Context: an optimization exercise on an open-source flow, tuned for small area, a short achievable clock period and few clock cycles per item. The choices shown serve that exercise and are no tape-out recipe.
Function was checked by simulation only, so behaviour that the tests miss may differ from the original.
Power is estimated from default activity; no workload was simulated.

`config.mk`:
```
export PLATFORM = sky130hd
export DESIGN_NAME = pwm_engine
export DESIGN_NICKNAME = pwm_engine
export VERILOG_FILES = /design/flow/design.v
export SDC_FILE = /design/flow/constraint.sdc
export NUM_CORES = 4
export LEC_CHECK = 0
export CAP_MARGIN = 20
export CORE_MARGIN = 2
export CORE_UTILIZATION = 40
export CTS_BUF_LIST = sky130_fd_sc_hd__clkbuf_4 sky130_fd_sc_hd__clkbuf_8
export SLEW_MARGIN = 20
```
`constraint.sdc`:
```
create_clock -name core_clock -period 25.0 [get_ports {clk}]
set_input_delay 5.0000 -clock core_clock [delete_from_list [all_inputs] [get_ports {clk}]]
set_output_delay 5.0000 -clock core_clock [all_outputs]
set_load 0.01 [all_outputs]
```
`design.v`:
```
module pwm_engine (
    input             clk,
    input             rst,         
    input             bus_valid,
    input             bus_write,
    input      [3:0]  bus_addr,    
    input      [1:0]  bus_size,    
    input      [31:0] bus_wdata,
    output            bus_ready,
    output     [31:0] bus_rdata,
    output            bus_err,
    output            ev_valid,
    output     [3:0]  ev_kind,
    output     [7:0]  ev_tmr,
    output     [2:0]  ev_ch,
    output     [31:0] ev_data,
    input             ev_ready
);
    localparam N_DESC  = 20;
    localparam [3:0] C_OK    = 4'd0;
    localparam [3:0] C_SKIP  = 4'd1;
    localparam [3:0] C_INV   = 4'd2;
    localparam [3:0] C_OOR   = 4'd3;
    localparam [3:0] C_CAP   = 4'd4;
    localparam [3:0] C_DBZ   = 4'd5;
    localparam [3:0] C_ILL   = 4'd6;
    localparam [3:0] OP_CONFIG  = 4'h1;
    localparam [3:0] OP_INIT    = 4'h2;
    localparam [3:0] OP_DEINIT  = 4'h3;
    localparam [3:0] OP_START   = 4'h4;
    localparam [3:0] OP_STOP    = 4'h5;
    localparam [3:0] OP_SETPER  = 4'h6;
    localparam [3:0] OP_SETDUTY = 4'h7;
    localparam [3:0] OP_SETFREQ = 4'h8;
    localparam [3:0] OP_RDDESC  = 4'h9;
    localparam [3:0] OP_RDENG   = 4'hA;
    localparam [3:0] E_HOOK_INIT   = 4'd1;
    localparam [3:0] E_HOOK_DEINIT = 4'd2;
    localparam [3:0] E_PWM_START   = 4'd3;
    localparam [3:0] E_PWM_STOP    = 4'd4;
    localparam [3:0] E_WR_RELOAD   = 4'd5;
    localparam [3:0] E_WR_COMPARE  = 4'd6;
    localparam [3:0] E_CS_ENTER    = 4'd7;
    localparam [3:0] E_CS_EXIT     = 4'd8;
    localparam [3:0] E_BARRIER     = 4'd9;
    localparam [2:0] PH_END    = 3'd0;
    localparam [2:0] PH_CSE    = 3'd1;
    localparam [2:0] PH_RLD    = 3'd2;
    localparam [2:0] PH_SCAN   = 3'd3;
    localparam [2:0] PH_BAR    = 3'd4;
    localparam [2:0] PH_PSTART = 3'd5;
    localparam [2:0] PH_RDSH   = 3'd6;    
    reg [2:0]  d_ch   [0:N_DESC-1];
    reg [1:0]  d_tmr  [0:N_DESC-1];
    reg [31:0] d_cs   [0:N_DESC-1];
    reg [31:0] d_per  [0:N_DESC-1];
    reg [9:0]  d_duty [0:N_DESC-1];
    reg [N_DESC-1:0] d_cfg;
    reg [N_DESC-1:0] d_act;
    reg [4:0]  reg_slot [0:15];
    reg [4:0]  reg_cnt;
    reg [22:0] sh_q [0:3];       
    reg [9:0]  sh_r [0:3];       
    reg [3:0]  sh_v;             
    reg [31:0] operand_r;
    reg [31:0] command_r;
    reg [31:0] rdata_r;
    reg [3:0]  code_r;
    reg [3:0]  lastop_r;
    reg        busy;
    reg        rej;         
    reg        first;       
    reg [2:0]  ph;
    reg [1:0]  cur_t;       
    reg [2:0]  cur_ch;
    reg [9:0]  cur_duty;
    reg        cur_cfg;
    reg        cur_act;
    reg        cur_reg;
    reg        is_start;
    reg        pbad_r;      
    reg        fq_run;      
    reg        rel_go;      
    reg        qr_go;       
    reg        qr_go2;      
    reg [22:0] qxm_r;       
    reg        qr_ok;       
    reg [31:0] rel_r;
    reg [1:0]  rv_sel;      
    reg [9:0]  cu_d;
    reg [22:0] cu_q;
    reg [9:0]  cu_r;
    reg        ev_valid_r;
    reg [3:0]  ev_kind_r;
    reg [1:0]  ev_tmr_r;
    reg [2:0]  ev_ch_r;
    reg [31:0] ev_t1;
    reg [9:0]  ev_t2;
    reg [6:0]  ev_k;
    reg        s1_v;
    reg [2:0]  s1_ch;
    reg [15:0] mask_r;
    reg [16:0] q_r;         
    reg        qbig_r;      
    reg        qzero_r;     
    reg [3:0]  fq_cnt;      
    reg [19:0] fq_rem;
    reg [19:0] fq_sh;       
    integer n;
    wire acc_bad = (bus_size != 2'd2) || (bus_addr[1:0] != 2'd0);
    wire acc_cmd = bus_write && !acc_bad && (bus_addr[3:2] == 2'd1);
    wire acc_ok = bus_size[1] && !bus_size[0] && !bus_addr[1] && !bus_addr[0];
    wire rs_op  = acc_ok && !bus_addr[3] && !bus_addr[2];
    wire rs_cmd = acc_ok && !bus_addr[3] &&  bus_addr[2];
    wire rs_st  = acc_ok &&  bus_addr[3] && !bus_addr[2];
    wire rs_rd  = acc_ok &&  bus_addr[3] &&  bus_addr[2];
    assign bus_rdata = ({32{rs_op}}  & operand_r) |
                       ({32{rs_cmd}} & command_r) |
                       ({32{rs_st}}  & {19'd0, reg_cnt, lastop_r, code_r}) |
                       ({32{rs_rd}}  & rdata_r);
    assign bus_err   = !busy && acc_bad;
    wire [3:0] w_op = bus_wdata[31:28];
    wire [4:0] w_i  = bus_wdata[20:16];
    wire       w_idx_ok = (bus_wdata[23:16] < N_DESC);
    wire [1:0] w_dt = d_tmr[w_i];
    wire [1:0] w_t  = (w_op == OP_RDENG) ? operand_r[1:0] : w_dt;
    reg w_reg;
    always @* begin
        w_reg = 1'b0;
        for (n = 0; n < 16; n = n + 1)
            if ((n < reg_cnt) && (reg_slot[n] == w_i))
                w_reg = 1'b1;
    end
    wire [3:0]  c_op   = command_r[31:28];
    wire [7:0]  c_desc = command_r[23:16];
    wire [7:0]  c_tmrf = command_r[15:8];
    wire [2:0]  c_chf  = command_r[2:0];
    wire [31:0] c_v    = operand_r;
    wire c_illegal = (command_r[27:24] != 4'd0) || (command_r[7:3] != 5'd0) ||
                     (c_op == 4'h0) || (c_op >= 4'hB) ||
                     ((c_op != OP_CONFIG) && ((c_tmrf != 8'd0) || (c_chf != 3'd0))) ||
                     ((c_op == OP_RDENG) && (c_desc != 8'd0));
    wire       c_idx_ok = (c_desc < N_DESC);
    wire [4:0] c_i      = c_desc[4:0];
    wire       c_cfg    = cur_cfg;
    wire       c_act    = cur_act;
    wire [1:0] c_t      = cur_t;
    wire [2:0] c_ch     = cur_ch;
    wire [9:0] c_duty   = cur_duty;
    wire       c_reg    = cur_reg;
    wire rdeng_ok = (c_v == 32'd0) || ((c_v >= 32'h100) && (c_v <= 32'h10F)) ||
                    ((c_v >= 32'h200) && (c_v <= 32'h203));
    reg [3:0] c_code;
    always @* begin
        c_code = C_OK;
        if (c_illegal)
            c_code = C_ILL;
        else case (c_op)
            OP_CONFIG:
                if (!c_idx_ok || (c_tmrf >= 8'd4) || (c_chf < 3'd1) || (c_chf > 3'd5) || c_act)
                    c_code = C_INV;
            OP_INIT:
                if (!c_cfg) c_code = C_INV;
                else if (!c_reg && (reg_cnt == 5'd16)) c_code = C_CAP;
            OP_DEINIT, OP_STOP, OP_SETPER:
                if (!c_cfg) c_code = C_INV;
            OP_START:
                if (!c_cfg) c_code = C_INV;
                else if (c_act) c_code = C_SKIP;
            OP_SETDUTY:
                if (!c_cfg) c_code = C_INV;
                else if (pbad_r) c_code = C_OOR;
                else if (cu_d == c_duty) c_code = C_SKIP;
            OP_SETFREQ:
                if (!c_cfg) c_code = C_INV;
                else if (qzero_r) c_code = C_DBZ;
            OP_RDDESC:
                if (!c_idx_ok || (c_v > 32'd4)) c_code = C_INV;
            OP_RDENG:
                if (!rdeng_ok) c_code = C_INV;
            default: c_code = C_ILL;
        endcase
    end
    wire c_ok = (c_code == C_OK);
    wire c_fq0 = (c_op == OP_SETFREQ) && qbig_r;      
    wire c_single = (c_op == OP_INIT) || (c_op == OP_DEINIT) || (c_op == OP_STOP);
    wire c_reload = (c_op == OP_START) || (c_op == OP_SETPER) || (c_op == OP_SETFREQ);
    wire fe_valid = c_ok && (c_single || c_reload);
    wire fe_own   = c_single || (c_op == OP_START);   
    reg [3:0] fe_kind;
    always @* begin
        case (c_op)
            OP_INIT:   fe_kind = E_HOOK_INIT;
            OP_DEINIT: fe_kind = E_HOOK_DEINIT;
            OP_STOP:   fe_kind = E_PWM_STOP;
            OP_START:  fe_kind = E_WR_COMPARE;
            default:   fe_kind = E_CS_ENTER;
        endcase
    end
    wire c_rdsh = c_ok && (((c_op == OP_RDDESC) && (c_v[2:0] == 3'd4) && c_cfg) ||
                           ((c_op == OP_RDENG) && (c_v[9:8] == 2'd2)));
    wire c_quick = !c_ok || (c_op == OP_CONFIG) ||
                   (((c_op == OP_RDDESC) || (c_op == OP_RDENG)) && !c_rdsh);
    assign ev_valid = first ? fe_valid : ev_valid_r;
    assign ev_kind  = first ? fe_kind : ev_kind_r;
    assign ev_tmr   = {6'd0, first ? (fe_own ? c_t : 2'd0) : ev_tmr_r};
    assign ev_ch    = first ? (fe_own ? c_ch : 3'd0) : ev_ch_r;
    wire out_free = !ev_valid_r || ev_ready;
    wire dn_end   = (ph == PH_END) && !qr_go && !qr_go2;
    wire dn_now   = first ? c_quick : ((dn_end && !ev_valid_r) || (ph == PH_RDSH));
    wire dn_ev    = first ? (fe_valid && c_single) : dn_end;
    wire done_now = dn_now || (dn_ev && ev_ready);
    wire rdy_reg  = rej || (busy && dn_now);       
    wire rdy_ev   = busy && dn_ev;
    assign bus_ready = rdy_reg || (rdy_ev && ev_ready) ||
                       (!busy && !(bus_write && !bus_addr[3] && bus_addr[2]));
    wire        f_sign = c_v[31];
    wire [7:0]  f_exp  = c_v[30:23];
    wire [23:0] f_mant = {(f_exp != 8'd0), c_v[22:0]};
    wire [27:0] f_m10  = {f_mant, 3'b000} + {3'b000, f_mant, 1'b0};
    wire [7:0]  f_s    = 8'd133 - f_exp;                  
    wire [11:0] f_t    = f_m10[27:16] >> f_s[3:0];        
    wire [10:0] f_y    = ({1'b0, f_t} + 13'd1) >> 1;      
    wire        f_zero = (f_exp <= 8'd121);               
    wire [10:0] f_yy   = f_zero ? 11'd0 : f_y;
    wire        f_bad  = (f_exp == 8'hFF) || (f_exp > 8'd133) || (f_yy > 11'd1000) ||
                         (f_sign && (f_yy != 11'd0));
    wire [9:0]  f_perm = f_yy[9:0];
    function [7:0] dstep10;      
        input [7:0] x;
        begin
            case (x)
                8'd0: dstep10 = {4'd0, 4'd0};
                8'd1: dstep10 = {4'd0, 4'd1};
                8'd2: dstep10 = {4'd0, 4'd2};
                8'd3: dstep10 = {4'd0, 4'd3};
                8'd4: dstep10 = {4'd0, 4'd4};
                8'd5: dstep10 = {4'd0, 4'd5};
                8'd6: dstep10 = {4'd0, 4'd6};
                8'd7: dstep10 = {4'd0, 4'd7};
                8'd8: dstep10 = {4'd0, 4'd8};
                8'd9: dstep10 = {4'd0, 4'd9};
                8'd10: dstep10 = {4'd1, 4'd0};
                8'd11: dstep10 = {4'd1, 4'd1};
                8'd12: dstep10 = {4'd1, 4'd2};
                8'd13: dstep10 = {4'd1, 4'd3};
                8'd14: dstep10 = {4'd1, 4'd4};
                8'd15: dstep10 = {4'd1, 4'd5};
                8'd16: dstep10 = {4'd1, 4'd6};
                8'd17: dstep10 = {4'd1, 4'd7};
                8'd18: dstep10 = {4'd1, 4'd8};
                8'd19: dstep10 = {4'd1, 4'd9};
                8'd20: dstep10 = {4'd2, 4'd0};
                8'd21: dstep10 = {4'd2, 4'd1};
                8'd22: dstep10 = {4'd2, 4'd2};
                8'd23: dstep10 = {4'd2, 4'd3};
                8'd24: dstep10 = {4'd2, 4'd4};
                8'd25: dstep10 = {4'd2, 4'd5};
                8'd26: dstep10 = {4'd2, 4'd6};
                8'd27: dstep10 = {4'd2, 4'd7};
                8'd28: dstep10 = {4'd2, 4'd8};
                8'd29: dstep10 = {4'd2, 4'd9};
                8'd30: dstep10 = {4'd3, 4'd0};
                8'd31: dstep10 = {4'd3, 4'd1};
                8'd32: dstep10 = {4'd3, 4'd2};
                8'd33: dstep10 = {4'd3, 4'd3};
                8'd34: dstep10 = {4'd3, 4'd4};
                8'd35: dstep10 = {4'd3, 4'd5};
                8'd36: dstep10 = {4'd3, 4'd6};
                8'd37: dstep10 = {4'd3, 4'd7};
                8'd38: dstep10 = {4'd3, 4'd8};
                8'd39: dstep10 = {4'd3, 4'd9};
                8'd40: dstep10 = {4'd4, 4'd0};
                8'd41: dstep10 = {4'd4, 4'd1};
                8'd42: dstep10 = {4'd4, 4'd2};
                8'd43: dstep10 = {4'd4, 4'd3};
                8'd44: dstep10 = {4'd4, 4'd4};
                8'd45: dstep10 = {4'd4, 4'd5};
                8'd46: dstep10 = {4'd4, 4'd6};
                8'd47: dstep10 = {4'd4, 4'd7};
                8'd48: dstep10 = {4'd4, 4'd8};
                8'd49: dstep10 = {4'd4, 4'd9};
                8'd50: dstep10 = {4'd5, 4'd0};
                8'd51: dstep10 = {4'd5, 4'd1};
                8'd52: dstep10 = {4'd5, 4'd2};
                8'd53: dstep10 = {4'd5, 4'd3};
                8'd54: dstep10 = {4'd5, 4'd4};
                8'd55: dstep10 = {4'd5, 4'd5};
                8'd56: dstep10 = {4'd5, 4'd6};
                8'd57: dstep10 = {4'd5, 4'd7};
                8'd58: dstep10 = {4'd5, 4'd8};
                8'd59: dstep10 = {4'd5, 4'd9};
                8'd60: dstep10 = {4'd6, 4'd0};
                8'd61: dstep10 = {4'd6, 4'd1};
                8'd62: dstep10 = {4'd6, 4'd2};
                8'd63: dstep10 = {4'd6, 4'd3};
                8'd64: dstep10 = {4'd6, 4'd4};
                8'd65: dstep10 = {4'd6, 4'd5};
                8'd66: dstep10 = {4'd6, 4'd6};
                8'd67: dstep10 = {4'd6, 4'd7};
                8'd68: dstep10 = {4'd6, 4'd8};
                8'd69: dstep10 = {4'd6, 4'd9};
                8'd70: dstep10 = {4'd7, 4'd0};
                8'd71: dstep10 = {4'd7, 4'd1};
                8'd72: dstep10 = {4'd7, 4'd2};
                8'd73: dstep10 = {4'd7, 4'd3};
                8'd74: dstep10 = {4'd7, 4'd4};
                8'd75: dstep10 = {4'd7, 4'd5};
                8'd76: dstep10 = {4'd7, 4'd6};
                8'd77: dstep10 = {4'd7, 4'd7};
                8'd78: dstep10 = {4'd7, 4'd8};
                8'd79: dstep10 = {4'd7, 4'd9};
                8'd80: dstep10 = {4'd8, 4'd0};
                8'd81: dstep10 = {4'd8, 4'd1};
                8'd82: dstep10 = {4'd8, 4'd2};
                8'd83: dstep10 = {4'd8, 4'd3};
                8'd84: dstep10 = {4'd8, 4'd4};
                8'd85: dstep10 = {4'd8, 4'd5};
                8'd86: dstep10 = {4'd8, 4'd6};
                8'd87: dstep10 = {4'd8, 4'd7};
                8'd88: dstep10 = {4'd8, 4'd8};
                8'd89: dstep10 = {4'd8, 4'd9};
                8'd90: dstep10 = {4'd9, 4'd0};
                8'd91: dstep10 = {4'd9, 4'd1};
                8'd92: dstep10 = {4'd9, 4'd2};
                8'd93: dstep10 = {4'd9, 4'd3};
                8'd94: dstep10 = {4'd9, 4'd4};
                8'd95: dstep10 = {4'd9, 4'd5};
                8'd96: dstep10 = {4'd9, 4'd6};
                8'd97: dstep10 = {4'd9, 4'd7};
                8'd98: dstep10 = {4'd9, 4'd8};
                8'd99: dstep10 = {4'd9, 4'd9};
                8'd100: dstep10 = {4'd10, 4'd0};
                8'd101: dstep10 = {4'd10, 4'd1};
                8'd102: dstep10 = {4'd10, 4'd2};
                8'd103: dstep10 = {4'd10, 4'd3};
                8'd104: dstep10 = {4'd10, 4'd4};
                8'd105: dstep10 = {4'd10, 4'd5};
                8'd106: dstep10 = {4'd10, 4'd6};
                8'd107: dstep10 = {4'd10, 4'd7};
                8'd108: dstep10 = {4'd10, 4'd8};
                8'd109: dstep10 = {4'd10, 4'd9};
                8'd110: dstep10 = {4'd11, 4'd0};
                8'd111: dstep10 = {4'd11, 4'd1};
                8'd112: dstep10 = {4'd11, 4'd2};
                8'd113: dstep10 = {4'd11, 4'd3};
                8'd114: dstep10 = {4'd11, 4'd4};
                8'd115: dstep10 = {4'd11, 4'd5};
                8'd116: dstep10 = {4'd11, 4'd6};
                8'd117: dstep10 = {4'd11, 4'd7};
                8'd118: dstep10 = {4'd11, 4'd8};
                8'd119: dstep10 = {4'd11, 4'd9};
                8'd120: dstep10 = {4'd12, 4'd0};
                8'd121: dstep10 = {4'd12, 4'd1};
                8'd122: dstep10 = {4'd12, 4'd2};
                8'd123: dstep10 = {4'd12, 4'd3};
                8'd124: dstep10 = {4'd12, 4'd4};
                8'd125: dstep10 = {4'd12, 4'd5};
                8'd126: dstep10 = {4'd12, 4'd6};
                8'd127: dstep10 = {4'd12, 4'd7};
                8'd128: dstep10 = {4'd12, 4'd8};
                8'd129: dstep10 = {4'd12, 4'd9};
                8'd130: dstep10 = {4'd13, 4'd0};
                8'd131: dstep10 = {4'd13, 4'd1};
                8'd132: dstep10 = {4'd13, 4'd2};
                8'd133: dstep10 = {4'd13, 4'd3};
                8'd134: dstep10 = {4'd13, 4'd4};
                8'd135: dstep10 = {4'd13, 4'd5};
                8'd136: dstep10 = {4'd13, 4'd6};
                8'd137: dstep10 = {4'd13, 4'd7};
                8'd138: dstep10 = {4'd13, 4'd8};
                8'd139: dstep10 = {4'd13, 4'd9};
                8'd140: dstep10 = {4'd14, 4'd0};
                8'd141: dstep10 = {4'd14, 4'd1};
                8'd142: dstep10 = {4'd14, 4'd2};
                8'd143: dstep10 = {4'd14, 4'd3};
                8'd144: dstep10 = {4'd14, 4'd4};
                8'd145: dstep10 = {4'd14, 4'd5};
                8'd146: dstep10 = {4'd14, 4'd6};
                8'd147: dstep10 = {4'd14, 4'd7};
                8'd148: dstep10 = {4'd14, 4'd8};
                8'd149: dstep10 = {4'd14, 4'd9};
                8'd150: dstep10 = {4'd15, 4'd0};
                8'd151: dstep10 = {4'd15, 4'd1};
                8'd152: dstep10 = {4'd15, 4'd2};
                8'd153: dstep10 = {4'd15, 4'd3};
                8'd154: dstep10 = {4'd15, 4'd4};
                8'd155: dstep10 = {4'd15, 4'd5};
                8'd156: dstep10 = {4'd15, 4'd6};
                8'd157: dstep10 = {4'd15, 4'd7};
                8'd158: dstep10 = {4'd15, 4'd8};
                8'd159: dstep10 = {4'd15, 4'd9};
                default: dstep10 = 8'd0;
            endcase
        end
    endfunction
    reg [19:0] q10;              
    reg [3:0]  q10_rem;
    reg [7:0]  q10_t;
    always @* begin
        q10_rem = 4'd0;
        q10 = 20'd0;
        for (n = 4; n >= 0; n = n - 1) begin
            q10_t = dstep10({q10_rem, c_v[4*n +: 4]});
            q10[4*n +: 4] = q10_t[7:4];
            q10_rem = q10_t[3:0];
        end
    end
    wire [22:0] cu_qi = qr_go2 ? qr_q : cu_q;
    wire [31:0] cu_t1 = cu_d * cu_qi;
    wire [19:0] cu_dr = cu_d * cu_r;
    wire [38:0] cu_drm = cu_dr * 20'd536871;
    wire [9:0]  cu_t2 = cu_drm[38:29];
    wire [6:0]  cu_k  = (cu_d == 10'd0) ? 7'd0 : (cu_d == 10'd1000) ? 7'd100 : 7'd1;
    wire [31:0] ev_sum = ev_t1 + {22'd0, ev_t2} + {25'd0, ev_k};
    assign ev_data = ev_sum;
    reg [N_DESC-1:0] match;
    reg [15:0] mask_c;
    always @* begin
        for (n = 0; n < N_DESC; n = n + 1)
            match[n] = d_act[n] && (d_tmr[n] == c_t);
        for (n = 0; n < 16; n = n + 1)
            mask_c[n] = (n < reg_cnt) && match[reg_slot[n]];
    end
    wire [15:0] mask_src = first ? mask_c : mask_r;
    reg  [3:0]  pick_k;
    always @* begin
        pick_k = 4'd0;
        for (n = 15; n >= 0; n = n - 1)
            if (mask_src[n]) pick_k = n;
    end
    wire [4:0]  pick_j   = reg_slot[pick_k];
    wire [15:0] mask_nxt = mask_src & ~(16'd1 << pick_k);
    wire [4:0]  dc_idx  = busy ? pick_j : w_i;
    wire [9:0]  dc_duty = d_duty[dc_idx];
    wire [2:0]  dc_ch   = d_ch[dc_idx];
    reg  [31:0] rm_v;
    always @* begin
        case (rv_sel)
            2'd0: rm_v = c_v;
            2'd1: rm_v = 32'd100;
            2'd2: rm_v = {15'd0, fq_sh[16:0]};
            default: rm_v = 32'd0;
        endcase
    end
    wire [31:0] rm_s  = d_cs[c_i];
    reg [31:0] rb_pp [0:15];
    reg [31:0] rb_neg;
    reg [2:0]  rb_tri;
    reg [32:0] rb_m;
    always @* begin
        rb_neg = 32'd0;
        for (n = 0; n < 16; n = n + 1) begin
            rb_tri = {rm_v[2*n+1], rm_v[2*n], (n == 0) ? 1'b0 : rm_v[2*n-1]};
            case (rb_tri)
                3'b001, 3'b010: rb_m = {1'b0, rm_s};
                3'b011:         rb_m = {rm_s, 1'b0};
                3'b100:         rb_m = ~{rm_s, 1'b0};
                3'b101, 3'b110: rb_m = ~{1'b0, rm_s};
                default:        rb_m = 33'd0;
            endcase
            rb_pp[n] = rb_m[31:0] << (2 * n);
            rb_neg[2 * n] = rb_tri[2] && !(rb_tri[1] && rb_tri[0]);
        end
    end
    wire [31:0] rel_c = rb_pp[0] + rb_pp[1] + rb_pp[2] + rb_pp[3] + rb_pp[4] + rb_pp[5] +
                        rb_pp[6] + rb_pp[7] + rb_pp[8] + rb_pp[9] + rb_pp[10] + rb_pp[11] +
                        rb_pp[12] + rb_pp[13] + rb_pp[14] + rb_pp[15] + rb_neg + 32'd2;
    wire [28:0] qx   = rel_r[31:3];
    wire [12:0] qs1  = qx[6:0] + 3 * qx[13:7] + 9 * qx[20:14] + 27 * qx[27:21] + (qx[28] ? 13'd81 : 13'd0);
    wire [7:0]  qs2  = qs1[6:0] + 3 * qs1[12:7];
    wire [6:0]  qm   = (qs2 >= 8'd125) ? qs2 - 8'd125 : qs2[6:0];
    wire [22:0] qxm  = qx[22:0] - {16'd0, qm};
    wire [22:0] qr_q = qxm_r * 23'h6978d5;
    reg [4:0] fq_len;
    always @* begin
        fq_len = 5'd0;
        for (n = 0; n < 17; n = n + 1)
            if (q10[n]) fq_len = n + 1;
    end
    reg [19:0] fq_rem0;
    reg [19:0] fq_sh0;
    reg [3:0]  fq_cnt0;
    always @* begin
        case (fq_len)
            5'd1: begin fq_rem0 = 20'd0; fq_sh0 = 20'd400000; fq_cnt0 = 4'd8; end
            5'd2: begin fq_rem0 = 20'd1; fq_sh0 = 20'd551424; fq_cnt0 = 4'd7; end
            5'd3: begin fq_rem0 = 20'd1; fq_sh0 = 20'd551424; fq_cnt0 = 4'd7; end
            5'd4: begin fq_rem0 = 20'd6; fq_sh0 = 20'd108544; fq_cnt0 = 4'd6; end
            5'd5: begin fq_rem0 = 20'd6; fq_sh0 = 20'd108544; fq_cnt0 = 4'd6; end
            5'd6: begin fq_rem0 = 20'd24; fq_sh0 = 20'd434176; fq_cnt0 = 4'd5; end
            5'd7: begin fq_rem0 = 20'd24; fq_sh0 = 20'd434176; fq_cnt0 = 4'd5; end
            5'd8: begin fq_rem0 = 20'd97; fq_sh0 = 20'd688128; fq_cnt0 = 4'd4; end
            5'd9: begin fq_rem0 = 20'd97; fq_sh0 = 20'd688128; fq_cnt0 = 4'd4; end
            5'd10: begin fq_rem0 = 20'd390; fq_sh0 = 20'd655360; fq_cnt0 = 4'd3; end
            5'd11: begin fq_rem0 = 20'd390; fq_sh0 = 20'd655360; fq_cnt0 = 4'd3; end
            5'd12: begin fq_rem0 = 20'd1562; fq_sh0 = 20'd524288; fq_cnt0 = 4'd2; end
            5'd13: begin fq_rem0 = 20'd1562; fq_sh0 = 20'd524288; fq_cnt0 = 4'd2; end
            5'd14: begin fq_rem0 = 20'd6250; fq_sh0 = 20'd0; fq_cnt0 = 4'd1; end
            5'd15: begin fq_rem0 = 20'd6250; fq_sh0 = 20'd0; fq_cnt0 = 4'd1; end
            5'd16: begin fq_rem0 = 20'd25000; fq_sh0 = 20'd0; fq_cnt0 = 4'd0; end
            5'd17: begin fq_rem0 = 20'd25000; fq_sh0 = 20'd0; fq_cnt0 = 4'd0; end
            default: begin fq_rem0 = 20'd0; fq_sh0 = 20'd0; fq_cnt0 = 4'd0; end
        endcase
    end
    reg [19:0] fq_rem_n;
    reg [19:0] fq_sh_n;
    reg [19:0] fq_t;
    reg [19:0] fq_d;
    reg        fq_ge;
    always @* begin
        fq_rem_n = fq_rem;
        fq_sh_n  = fq_sh;
        for (n = 0; n < 2; n = n + 1) begin
            fq_t  = {fq_rem_n[18:0], fq_sh_n[19]};
            fq_d  = {1'b0, fq_t[18:0]} - {3'd0, q_r};
            fq_ge = !fq_d[19];
            fq_sh_n  = {fq_sh_n[18:0], fq_ge};
            fq_rem_n = fq_ge ? fq_d : fq_t;
        end
    end
    wire c_clear = ((c_op == OP_CONFIG) && !c_cfg) || (c_op == OP_INIT) ||
                   (c_op == OP_DEINIT) || (c_op == OP_START);
    wire per_we   = busy && ((first && c_ok && (c_clear || (c_op == OP_SETPER) || c_fq0)) || rel_go);
    wire [31:0] per_wd = rel_go ? rm_v : (c_op == OP_SETPER) ? c_v : 32'd0;
    wire duty_we  = busy && first && c_ok && (c_clear || (c_op == OP_SETDUTY));
    wire [9:0] duty_wd = (c_op == OP_SETDUTY) ? cu_d : 10'd0;
    reg [31:0] rd_val;
    always @* begin
        rd_val = 32'd0;
        if (c_op == OP_RDDESC) begin
            if (c_cfg) case (c_v[2:0])
                3'd0: rd_val = {16'd0, 6'd0, c_t, 5'd0, c_ch, 5'd0, c_reg, 1'b1, c_act};
                3'd1: rd_val = {22'd0, c_duty};
                3'd2: rd_val = d_per[c_i];
                3'd3: rd_val = rm_s;
                default: rd_val = 32'd0;
            endcase
        end else begin
            if (c_v[9:8] == 2'd0)
                rd_val = {27'd0, reg_cnt};
            else
                rd_val = ({1'b0, c_v[3:0]} < reg_cnt) ? {27'd0, reg_slot[c_v[3:0]]} : 32'hFFFF_FFFF;
        end
    end
    always @(posedge clk) begin
        if (rst) begin
            d_cfg      <= {N_DESC{1'b0}};
            d_act      <= {N_DESC{1'b0}};
            reg_cnt    <= 5'd0;
            sh_v       <= 4'd0;
            operand_r  <= 32'd0;
            command_r  <= 32'd0;
            rdata_r    <= 32'd0;
            code_r     <= 4'd0;
            lastop_r   <= 4'd0;
            busy       <= 1'b0;
            rej        <= 1'b0;
            first      <= 1'b0;
            ph         <= PH_END;
            fq_run     <= 1'b0;
            rel_go     <= 1'b0;
            qr_go      <= 1'b0;
            qr_go2     <= 1'b0;
            qr_ok      <= 1'b0;
            s1_v       <= 1'b0;
            ev_valid_r <= 1'b0;
        end else begin
            first  <= 1'b0;
            rel_go <= 1'b0;
            rej    <= !busy && !rej && bus_valid && bus_write && (bus_addr[3:2] == 2'd1) && acc_bad;
            qr_go  <= 1'b0;
            qr_go2 <= qr_go;
            if (!busy) begin
                if (bus_valid && bus_write && !acc_bad && (bus_addr[3:2] == 2'd0))
                    operand_r <= bus_wdata;
                if (bus_valid && acc_cmd) begin
                    command_r <= bus_wdata;
                    busy      <= 1'b1;
                    first     <= 1'b1;
                    ev_t1     <= 32'd0;
                    ev_t2     <= 10'd0;
                    ev_k      <= 7'd0;
                    pbad_r    <= f_bad;
                    cu_d      <= (w_op == OP_SETDUTY) ? f_perm : 10'd1000;
                    cu_q      <= sh_v[w_t] ? sh_q[w_t] : 23'd0;
                    cu_r      <= sh_v[w_t] ? sh_r[w_t] : 10'd0;
                    rv_sel    <= (w_op == OP_START) ? 2'd1 :
                                 ((w_op == OP_SETFREQ) && (operand_r >= 32'd1000010)) ? 2'd3 : 2'd0;
                    cur_t     <= w_dt;
                    cur_ch    <= dc_ch;
                    cur_duty  <= dc_duty;
                    cur_cfg   <= w_idx_ok && d_cfg[w_i];
                    cur_act   <= w_idx_ok && d_act[w_i];
                    cur_reg   <= w_reg;
                    q_r       <= q10[16:0];
                    fq_rem    <= fq_rem0;
                    fq_sh     <= fq_sh0;
                    fq_cnt    <= fq_cnt0;
                    qbig_r    <= (operand_r >= 32'd1000010);
                    qzero_r   <= (operand_r < 32'd10);
                end
            end
            if (busy && first) begin
                is_start <= (c_op == OP_START);
                fq_run   <= c_ok && (c_op == OP_SETFREQ) && !qbig_r;
                if (c_ok && c_fq0) begin
                    sh_q[c_t]   <= 23'd0;
                    sh_r[c_t]   <= 10'd2;
                    sh_v[c_t]   <= 1'b1;
                    cu_q        <= 23'd0;
                    cu_r        <= 10'd2;
                    qr_ok       <= 1'b1;
                end
                qr_go    <= c_ok && ((c_op == OP_START) || (c_op == OP_SETPER));
                if (!(c_ok && c_fq0))
                    qr_ok <= 1'b0;
                rel_r    <= rel_c;
                ph       <= PH_END;
                if (c_ok) case (c_op)
                OP_CONFIG: begin
                    d_ch[c_i]  <= c_chf;
                    d_tmr[c_i] <= c_tmrf[1:0];
                    d_cs[c_i]  <= c_v;
                    d_cfg[c_i] <= 1'b1;
                end
                OP_INIT: begin
                    d_act[c_i]  <= 1'b0;
                    if (!c_reg) begin
                        reg_slot[reg_cnt[3:0]] <= c_i;
                        reg_cnt <= reg_cnt + 5'd1;
                    end
                end
                OP_DEINIT:
                    d_act[c_i]  <= 1'b0;
                OP_STOP:
                    d_act[c_i]  <= 1'b0;
                default: ;
                endcase
                if (c_ok && c_reload) begin
                    s1_v   <= (mask_c != 16'd0);
                    cu_d   <= dc_duty;
                    s1_ch  <= dc_ch;
                    mask_r <= mask_nxt;
                end else
                    s1_v   <= 1'b0;
                ev_valid_r <= 1'b0;
                if (c_ok && c_single && !ev_ready) begin
                    ev_valid_r <= 1'b1;
                    ev_kind_r  <= fe_kind;
                    ev_tmr_r   <= c_t;
                    ev_ch_r    <= c_ch;
                end
                if (c_ok && c_reload) begin
                    if (!ev_ready) begin
                        ev_valid_r <= 1'b1;
                        ev_kind_r  <= fe_kind;
                        ev_tmr_r   <= fe_own ? c_t : 2'd0;
                        ev_ch_r    <= fe_own ? c_ch : 3'd0;
                        ph         <= (c_op == OP_START) ? PH_CSE : PH_RLD;
                    end else if (c_op == OP_START) begin
                        ev_valid_r <= 1'b1;
                        ev_kind_r  <= E_CS_ENTER;
                        ev_tmr_r   <= 2'd0;
                        ev_ch_r    <= 3'd0;
                        ph         <= PH_RLD;
                    end else if ((c_op == OP_SETPER) || c_fq0) begin
                        ev_valid_r <= 1'b1;
                        ev_kind_r  <= E_WR_RELOAD;
                        ev_tmr_r   <= c_t;
                        ev_ch_r    <= 3'd0;
                        ev_t1      <= rel_c;
                        ph         <= PH_SCAN;
                    end else
                        ph         <= PH_RLD;
                end
                if (c_ok && (c_op == OP_SETDUTY)) begin
                    ev_valid_r <= 1'b1;
                    ev_kind_r  <= E_WR_COMPARE;
                    ev_tmr_r   <= c_t;
                    ev_ch_r    <= c_ch;
                    ev_t1      <= cu_t1;
                    ev_t2      <= cu_t2;
                    ev_k       <= cu_k;
                    ph         <= PH_BAR;
                end
                if (c_rdsh) begin
                    ev_t1 <= cu_t1;
                    ev_t2 <= cu_t2;
                    ev_k  <= 7'd0;
                    ph    <= PH_RDSH;
                end
            end
            if (busy && !first) begin
                if (out_free) begin
                    ev_valid_r <= 1'b0;
                    case (ph)
                    PH_CSE: begin
                        ev_valid_r <= 1'b1;
                        ev_kind_r  <= E_CS_ENTER;
                        ev_tmr_r   <= 2'd0;
                        ev_ch_r    <= 3'd0;
                        ev_t1      <= 32'd0;
                        ev_t2      <= 10'd0;
                        ev_k       <= 7'd0;
                        ph         <= PH_RLD;
                    end
                    PH_RLD: begin
                        if (!fq_run && !rel_go) begin
                            ev_valid_r <= 1'b1;
                            ev_kind_r  <= E_WR_RELOAD;
                            ev_tmr_r   <= cur_t;
                            ev_ch_r    <= 3'd0;
                            ev_t1      <= rel_r;
                            ev_t2      <= 10'd0;
                            ev_k       <= 7'd0;
                            ph         <= PH_SCAN;
                        end
                    end
                    PH_SCAN: begin
                        if (s1_v) begin
                            if (qr_ok || qr_go2) begin
                                ev_valid_r <= 1'b1;
                                ev_kind_r  <= E_WR_COMPARE;
                                ev_tmr_r   <= cur_t;
                                ev_ch_r    <= s1_ch;
                                ev_t1      <= cu_t1;
                                ev_t2      <= cu_t2;
                                ev_k       <= cu_k;
                                s1_v       <= (mask_r != 16'd0);
                                cu_d       <= dc_duty;
                                s1_ch      <= dc_ch;
                                mask_r     <= mask_nxt;
                            end
                        end else begin
                            ev_valid_r <= 1'b1;
                            ev_kind_r  <= E_CS_EXIT;
                            ev_tmr_r   <= 2'd0;
                            ev_ch_r    <= 3'd0;
                            ev_t1      <= 32'd0;
                            ev_t2      <= 10'd0;
                            ev_k       <= 7'd0;
                            ph         <= PH_BAR;
                        end
                    end
                    PH_BAR: begin
                        ev_valid_r <= 1'b1;
                        ev_kind_r  <= E_BARRIER;
                        ev_tmr_r   <= 2'd0;
                        ev_ch_r    <= 3'd0;
                        ev_t1      <= 32'd0;
                        ev_t2      <= 10'd0;
                        ev_k       <= 7'd0;
                        ph         <= is_start ? PH_PSTART : PH_END;
                    end
                    PH_PSTART: begin
                        ev_valid_r <= 1'b1;
                        ev_kind_r  <= E_PWM_START;
                        ev_tmr_r   <= cur_t;
                        ev_ch_r    <= cur_ch;
                        ev_t1      <= 32'd0;
                        ev_t2      <= 10'd0;
                        ev_k       <= 7'd0;
                        ph         <= PH_END;
                    end
                    default: ;
                    endcase
                end
            end
            if (busy && (first || fq_run)) begin
                fq_rem <= fq_rem_n;
                fq_sh  <= fq_sh_n;
                fq_cnt <= fq_cnt - 4'd1;
                if (fq_cnt == 4'd0) begin
                    fq_run <= 1'b0;
                    if (!first || (c_ok && (c_op == OP_SETFREQ) && !qbig_r)) begin
                        rel_go <= 1'b1;
                        rv_sel <= 2'd2;
                    end
                end
            end
            if (busy && rel_go) begin
                rel_r <= rel_c;
                qr_go <= 1'b1;
            end
            if (qr_go) begin
                qxm_r       <= qxm;
                cu_r        <= {qm, rel_r[2:0]};
                sh_r[cur_t] <= {qm, rel_r[2:0]};
            end
            if (qr_go2) begin
                sh_q[cur_t] <= qr_q;
                sh_v[cur_t] <= 1'b1;
                cu_q        <= qr_q;
                qr_ok       <= 1'b1;
            end
            if (per_we)
                d_per[c_i] <= per_wd;
            if (duty_we)
                d_duty[c_i] <= duty_wd;
            if (busy && done_now) begin
                busy     <= 1'b0;
                lastop_r <= c_op;
                if (first) begin
                    code_r <= c_code;
                    if (c_ok && ((c_op == OP_RDDESC) || (c_op == OP_RDENG)))
                        rdata_r <= rd_val;
                end else begin
                    code_r <= C_OK;
                    if (ph == PH_RDSH)
                        rdata_r <= ev_sum;
                end
                if (!first && is_start)
                    d_act[c_i] <= 1'b1;
            end
        end
    end
endmodule
```
`flow/run.sh`:
```
#!/bin/bash
# The standard layout (the standard.sh, standard synthesis unchanged), with
# ORFS's repair_timing asked to leave SETUP_SLACK_MARGIN ns of setup slack at
# the design's clock, so that the paths it achieves are optimised below it,
# and plain buffers (resizable) as the port buffers.
set -uo pipefail
MARGIN=14
if ! bash standard.sh synth > synth.log 2>&1; then tail -40 synth.log; exit 1; fi
if ! bash standard.sh SETUP_SLACK_MARGIN=$MARGIN "BUFFER_PORTS_ARGS=-buffer_cell sky130_fd_sc_hd__buf_4" finish > layout.log 2>&1; then tail -40 layout.log; exit 1; fi
```
`standard.sh`:
```
#!/bin/bash
# synth_recipe.tcl (not shown) runs the flow's synth.tcl, then flattens the netlist and writes it again
# the make line also repeats each setting of config.mk as NAME=value (left out here)
make -C /OpenROAD-flow-scripts/flow DESIGN_CONFIG=/design/flow/config.mk WORK_HOME=/design/flow/orfs CLKGATE_MAP_FILE= SYNTH_SCRIPT=/design/flow/synth_recipe.tcl "${@:-finish}"
```
==> impl_metrics.py, run 1 <==
metrics = {
    "logic_synthesis": {
        "synth_cells": 11600,
        "ys_ff_latch": 2253,
        "synth_top_area_share_pct": 43.8,
        "yosysSeqAreaShare_pct": 46.3,
        "synth_area_leaders": "edfxtp_1 (44%), fa_1 (9.3%), mux4_2 (8.8%)",
        "syn_area_per_cell_um2": 12.3,
        "ys_async_sr_fraction_pct": 0,
        "synth_edf_count": 2074,
        "syn_area_um2": 142000,
        "yosys.area.top_type": "edfxtp_1",
        "yosysUniqueCellTypes": 120,
        "synthFlopType": "edfxtp_1",
        "synth_warnings": 2,
    },
    "setup_path": {
        "end_kind": "primary output",
        "crit_type": "in2out",
        "start_kind": "input pin",
        "crit_chain": "buf_8 -> or4b_4 -> buf_12 -> nor2_4 -> buf_6",
        "crit_required_ns": 20.00,
        "critPathBufInv": 3,
        "cp_max_fo": 4,
        "slowest_delay_ns": 0.51,
        "path_delay_family": "simple AND/OR/NAND/NOR gates",
        "worst_path_max_delay_cell": "or4b_4",
        "cp.arrival_ns": 6.31,
    },
    "cells_and_area": {
        "reg_top3": "d_cs: 640 flops, d_per: 640 flops, d_duty: 200 flops",
        "syn2layout_area_growth_pct": 12.6,
        "drive_gt1_share_pct": 18.3,
        "final_nets": 13200,
    },
    "route": {
        "wirelength_um": 491000,
        "vias": 99700,
        "drc": 0,
        "via_per_inst": 5.92,
        "drtPass1Iterations": 8,
        "drt_iter0_markers": 11100,
        "ant_nets": 0,
        "routedWlPerCell_um": 29.1,
    },
    "grt": {
        "grt.overflow.total": 0,
        "grt_pass1_vias": 99700,
        "grt_antenna_before_repair": 26,
        "grt_max_degree": 158,
        "grt_pass1_wl_um": 706000,
        "grt_usage_pct": 26.6,
    },
    "run_status": {
        "run_status": "timing/DRC/antenna clean",
    },
    "timing": {
        "maxSlewViolCount": 0,
        "worstMarginPinSlew_ns": 1.24,
        "period_minus_slack_ns": 11.31,
        "fmaxAchievable_mhz": 88.4,
        "setup_ws_ns": 13.69,
        "max_slew_margin_pct": 17.1,
        "fin_skew_ns": 0.0582,
        "timing.final.crit_share_pct": 45.2,
        "rsz0062_at_grt": "true",
        "finalHoldViolations": 0,
        "setup_violations": 0,
        "fin_setup_tns_ns": 0,
    },
    "cts": {
        "clk_path_buf_depth": 4,
        "root_buffer": "clkbuf_8",
        "numCtsBuffers": 376,
        "clk-insertion-delay-late_ns": 1.10,
        "cts_tree": "done",
        "cts.sinks": 2253,
        "htree_levels": 5,
        "clkTransAtPathRegs_ns": 0.05,
    },
    "power": {
        "power_density_nw_per_um2": 163,
        "swShare_pct": 45.2,
        "p_sw_mw": 11.8,
        "p_leak_nw": 59.1,
        "seq_power_share_pct": 15.8,
        "internal_power_mw": 14.3,
        "power_frac_comb_pct": 71.2,
        "ir_drop_uv": 1760,
        "p_clk_share_pct": 13.0,
    },
    "hold_path": {
        "hold_path.class": "reg2reg",
    },
    "floorplan": {
        "die-area_um2": 360000,
        "rows": 219,
        "io_pins": 125,
        "start_util_pct": 40.1,
        "die_w_um": 600,
        "core_area_um2": 355000,
        "dieHeight_um": 600,
    },
    "flow_run": {
        "cap_violations": 0,
    },
    "placed_design": {
        "gp_congestion": 0.964,
        "place_hpwl_um": 334000,
        "numPortBuffers": 118,
        "place_ws_ns": 12.70,
    },
}
==> power groups by stage <==
stage / combinational [mW] / clock (mW) / sequential, mW
2_1_floorplan: 11.9 / 0 / 4.20
3_3_place_gp: 16.3 / 0 / 4.21
3_5_place_dp: 16.2 / 0 / 4.21
4_1_cts: 17.1 / 3.44 / 4.13
5_1_grt: 21.6 / 3.60 / 4.14
6_report: 18.6 / 3.38 / 4.14
==> per-stage QoR <==
step	hold slack, ns	instances	util (%)	area [um2]	power [mW]
floorplan	0.391	11600	-	143000	16.1
global placement	0.412	16000	42.2	150000	20.5
detailed placement	0.411	16000	42.2	150000	20.4
CTS	0.438	16800	44.7	159000	24.7
global route	0.473	16800	45.1	160000	29.4
finish	0.453	16900	45.1	160000	26.1
==> Yosys cell counts (all sizes together), types with 239 or more instances <==
cell type  instances
edfxtp          2074
inv             1018
nand2            792
nor2             757
ha               695
fa               660
a21oi            601
clkbuf           570
mux4             559
xnor2            455
o21ai            402
mux2i            368
and2             239
==> timing repair <==
| item | 4_1_cts | 5_1_grt |
|---|---|---|
| endpoints found under the hold margin | 0 | 0 |
| hold buffers | 0 | 0 |
| pin swaps | 26 | 105 |
| endpoints found under the setup margin | 70 | 75 |
| resized for setup | 130 | 167 |
| cloned | 7 | 3 |
| buffers inserted | 58 | 67 |
==> final timing paths <==
path,cells past startpoint,end,slack [ns],startpoint
setup / recovery,5,bus_rdata[20],13.69,bus_size[0]
hold / removal,1,sh_v[1],0.45,sh_v[1]
hold reg to reg,1,sh_v[1],0.45,sh_v[1]
setup reg to reg,42,ev_t1[30],14.27,qxm_r[5]
==> cell usage in the layout (no fill, tap or decap), drive strengths merged, types with 239 or more instances in the layout <==
cell,n
mux2i,368
and2,239
xnor2,455
edfxtp,2074
o21ai,402
mux4,559
fa,660
nor2,757
a21oi,601
nand2,792
buf,546
inv,1033
ha,695
clkbuf,516
==> routing by layer <==
metal | wire length, um | GRT usage, % | vias up
met1 | 192000 | 34.4 | 51100
met5 | 47 | 0 | -
li1 | - | - | 42700
met2 | 223000 | 41.7 | 4904
met3 | 41600 | 5.02 | 1089
met4 | 34900 | 16.0 | 6
==> logic make-up after synthesis <==
logic type	synth area share, %
fa+ha+maj	15.4
flops	46.3
simple gates	8.44
xor+xnor	4.10
compound gates	9.24
buf+inv	4.81
other cells	0.00264
mux	11.7
==> layout make-up <==
cell class              count  area [um2]
clock buffers             512        6300
inverters                1023        3840
clock inverters           166        1330
flip-flops and latches   2253       65900
fillers                 31800      195000
repair buffers            554        4800
diodes                     15        37.5
well taps                4751        5940
multi-input cells        7578       72000
Testbench counts, summed over its fixed seeds: cycles 24,060, commands 3,712.
==> run 2, diff against run 1 <==
--- a/config.mk
+++ b/config.mk
@@ -10,3 +10,2 @@
 export CORE_UTILIZATION = 40
-export CTS_BUF_LIST = sky130_fd_sc_hd__clkbuf_4 sky130_fd_sc_hd__clkbuf_8
 export SLEW_MARGIN = 20
==> impl_metrics.py, run 2 <==
metrics = {
    "logic_synthesis": {
        "synthFlopType": "edfxtp_1",
        "syn_area_um2": 142000,
        "syn_area_per_cell_um2": 12.3,
        "yosysUniqueCellTypes": 120,
        "ys_async_sr_fraction_pct": 0,
        "ys_top_cells_by_count": "edfxtp_1 (2074), inv_1 (1017), nand2_1 (791)",
        "synth_area_leaders": "edfxtp_1 (44%), fa_1 (9.3%), mux4_2 (8.8%)",
        "ys_ff_latch": 2253,
        "synth_cells": 11600,
        "synth_warnings": 2,
        "synth_edf_count": 2074,
        "synth_top_area_share_pct": 43.8,
        "synth.most_common_cell": "edfxtp_1",
        "yosysSeqAreaShare_pct": 46.3,
        "yosys.area.top_type": "edfxtp_1",
    },
    "grt": {
        "grt_pass1_vias": 98400,
        "grt_max_degree": 158,
        "grt.overflow.total": 0,
        "grt_pass1_wl_um": 704000,
        "grt_antenna_before_repair": 25,
        "grt_usage_pct": 26.6,
    },
    "floorplan": {
        "io_pins": 125,
        "core_area_um2": 355000,
        "die-area_um2": 360000,
        "die_w_um": 600,
        "dieHeight_um": 600,
        "start_util_pct": 40.1,
        "rows": 219,
    },
    "hold_path": {
        "worstHoldStart": "sh_v[0]",
        "hold_path.class": "reg2reg",
    },
    "timing": {
        "worstMarginPinSlew_ns": 1.40,
        "timing.final.crit_share_pct": 45.2,
        "period_minus_slack_ns": 11.30,
        "max_slew_margin_pct": 6.48,
        "fin_setup_tns_ns": 0,
        "rsz0062_at_grt": "true",
        "maxSlewViolCount": 0,
        "fmaxAchievable_mhz": 88.5,
        "setup_ws_ns": 13.70,
        "setup_violations": 0,
        "finalHoldViolations": 0,
        "fin_skew_ns": 0.0751,
    },
    "setup_path": {
        "crit_path_start": "bus_addr[1]",
        "end_kind": "primary output",
        "crit_chain": "buf_12 -> or4b_4 -> buf_12 -> nor2_4 -> buf_6",
        "start_kind": "input pin",
        "cp_max_fo": 4,
        "crit_required_ns": 20.00,
        "path_common_cell": "buf_12",
        "critPathBufInv": 3,
        "worstReg2RegStart": "qxm_r[5]",
        "crit_type": "in2out",
        "path_delay_family": "simple AND/OR/NAND/NOR gates",
        "slowest_delay_ns": 0.55,
        "cp.arrival_ns": 6.30,
        "worst_path_max_delay_cell": "or4b_4",
    },
    "route": {
        "via_per_inst": 5.95,
        "vias": 98900,
        "drtPass1Iterations": 9,
        "routedWlPerCell_um": 29.5,
        "wirelength_um": 489000,
        "drc": 0,
        "drt_iter0_markers": 11200,
        "ant_nets": 0,
    },
    "placed_design": {
        "place_hpwl_um": 334000,
        "gp_congestion": 0.964,
        "place_ws_ns": 12.70,
        "numPortBuffers": 118,
    },
    "flow_run": {
        "cap_violations": 0,
    },
    "cts": {
        "cts_tree": "done",
        "clk_path_buf_depth": 4,
        "numCtsBuffers": 237,
        "root_buffer": "clkbuf_16",
        "clk-insertion-delay-late_ns": 0.95,
        "postCtsHoldBufs": 0,
        "cts.sinks": 2253,
        "htree_levels": 4,
        "clkTransAtPathRegs_ns": 0.06,
    },
    "cells_and_area": {
        "drive_gt1_share_pct": 16.5,
        "syn2layout_area_growth_pct": 12.6,
        "multi_input_area_um2": 71900,
        "reg_top3": "d_cs: 640 flops, d_per: 640 flops, d_duty: 200 flops",
        "layout_commonest_cell": "edfxtp_1",
        "seqCellArea_um2": 65900,
        "fillerInstances": 31700,
        "final_nets": 13000,
        "final_cell_mix": "edfxtp_1 (2074), inv_1 (1005), nand2_1 (788), ha_1 (670), nor2_1 (666)",
    },
    "power": {
        "p_leak_nw": 58.9,
        "power_mw": 26.4,
        "ir_drop_uv": 1780,
        "power_density_nw_per_um2": 165,
    },
    "run_status": {
        "run_status": "timing/DRC/antenna clean",
    },
}
run 2: per-stage QoR:
stage / cells / hold WS [ns] / util, % / cell area, um2
after detailed placement: 16000 / 0.411 / 42.2 / 150000
after CTS: 16500 / 0.437 / 44.7 / 159000
after floorplan: 11600 / 0.391 / - / 143000
final: 16600 / 0.458 / 45.2 / 160000
after global routing: 16600 / 0.469 / 45.2 / 160000
after global placement: 16000 / 0.412 / 42.2 / 150000
run 2: final timing paths:
check                        to  slack [ns]  depth (start not counted)
hold / removal          sh_v[0]        0.46                          1
setup reg to reg      ev_t1[31]       14.28                         42
setup / recovery  bus_rdata[20]       13.70                          5
hold reg to reg         sh_v[0]        0.46                          1
run 2: worst reg2reg max path, delay by kind of cell (launching register included):
family,cells,cell delay (ns)
and+or+nand+nor,5,0.49
xor gates and xnor gates,1,0.12
DFF,1,0.55
adders and majority gates,14,6.28
AOI/OAI and AO/OA,11,2.10
buffers and inverters,11,0.91
run 2: layer usage:
layer | vias to the layer above | wire length, um | global-route usage (%)
met2 | 4721 | 221000 | 41.5
li1 | 42400 | - | -
met5 | - | 69 | 0
met4 | 10 | 36200 | 16.2
met1 | 50700 | 192000 | 34.6
met3 | 1069 | 40000 | 4.60
run 2: cell families after synthesis:
kind of cell	after synthesis	synth area share, %
AO/OA/AOI/OAI	1992	9.24
buffers and inverters	1760	4.81
AND/OR/NAND/NOR	2581	8.44
adder cells (fa/ha/maj)	1360	15.4
multiplexers	958	11.7
other	1	0.00264
XOR/XNOR	656	4.10
flip-flops	2253	46.3
run 2: cell type report:
class	count	share of cell area (%)
Clock buffer	310	4.02
Multi-Input combinational cell	7579	44.9
Antenna cell	12	0.0187
Sequential cell	2253	41.1
Timing Repair Buffer	552	2.99
Tap cell	4751	3.71
Inverter	1023	2.40
Clock inverter	130	0.845
run 2: power by group:
part	internal, mW	switching, mW
sequential	4.11	0.0209
combinational	8.50	10.2
clock	2.04	1.53
total	14.7	11.8
run 2: repair_timing:
item	CTS	global route
setup endpoints to repair	65	72
buffers inserted	59	64
resized for setup	130	155
cloned	8	3
pin swaps	24	97

afterwards: timing with drivers on the ports:
Ports are ideal in the flow. The routed layouts listed here were re-timed in OpenROAD. Step 1 sets driving cells, clkbuf_16 on the clock port and buf_2 on the other inputs (assumed; they add their load-dependent delay and slew). Step 2 adds t to the input delays and takes it off the output delays; t is the mean of the earliest and latest rising clock arrival at the registers after step 1. Input paths then give back, and output paths get back, about the clock's delay inside the block. Slacks: ideal ports / drivers / drivers and shift; pairs: ideal ports / drivers.
run	t, ns	slack for setup (ns)	worst setup path after step 2	latest minus earliest clock arrival (ns)	slew at the worst register clock pin (ns)
run 1	1.173	13.692 / 13.411 / 13.411	input to output	0.069 / 0.070	0.10 / 0.10
run 2	1.030	13.703 / 13.473 / 13.473	input to output	0.076 / 0.075	0.07 / 0.07
After both steps every run listed still meets setup and hold. For run 1, which loses most, drivers alone change the setup slack by -0.281 ns; drivers and shift together by -0.281 ns.
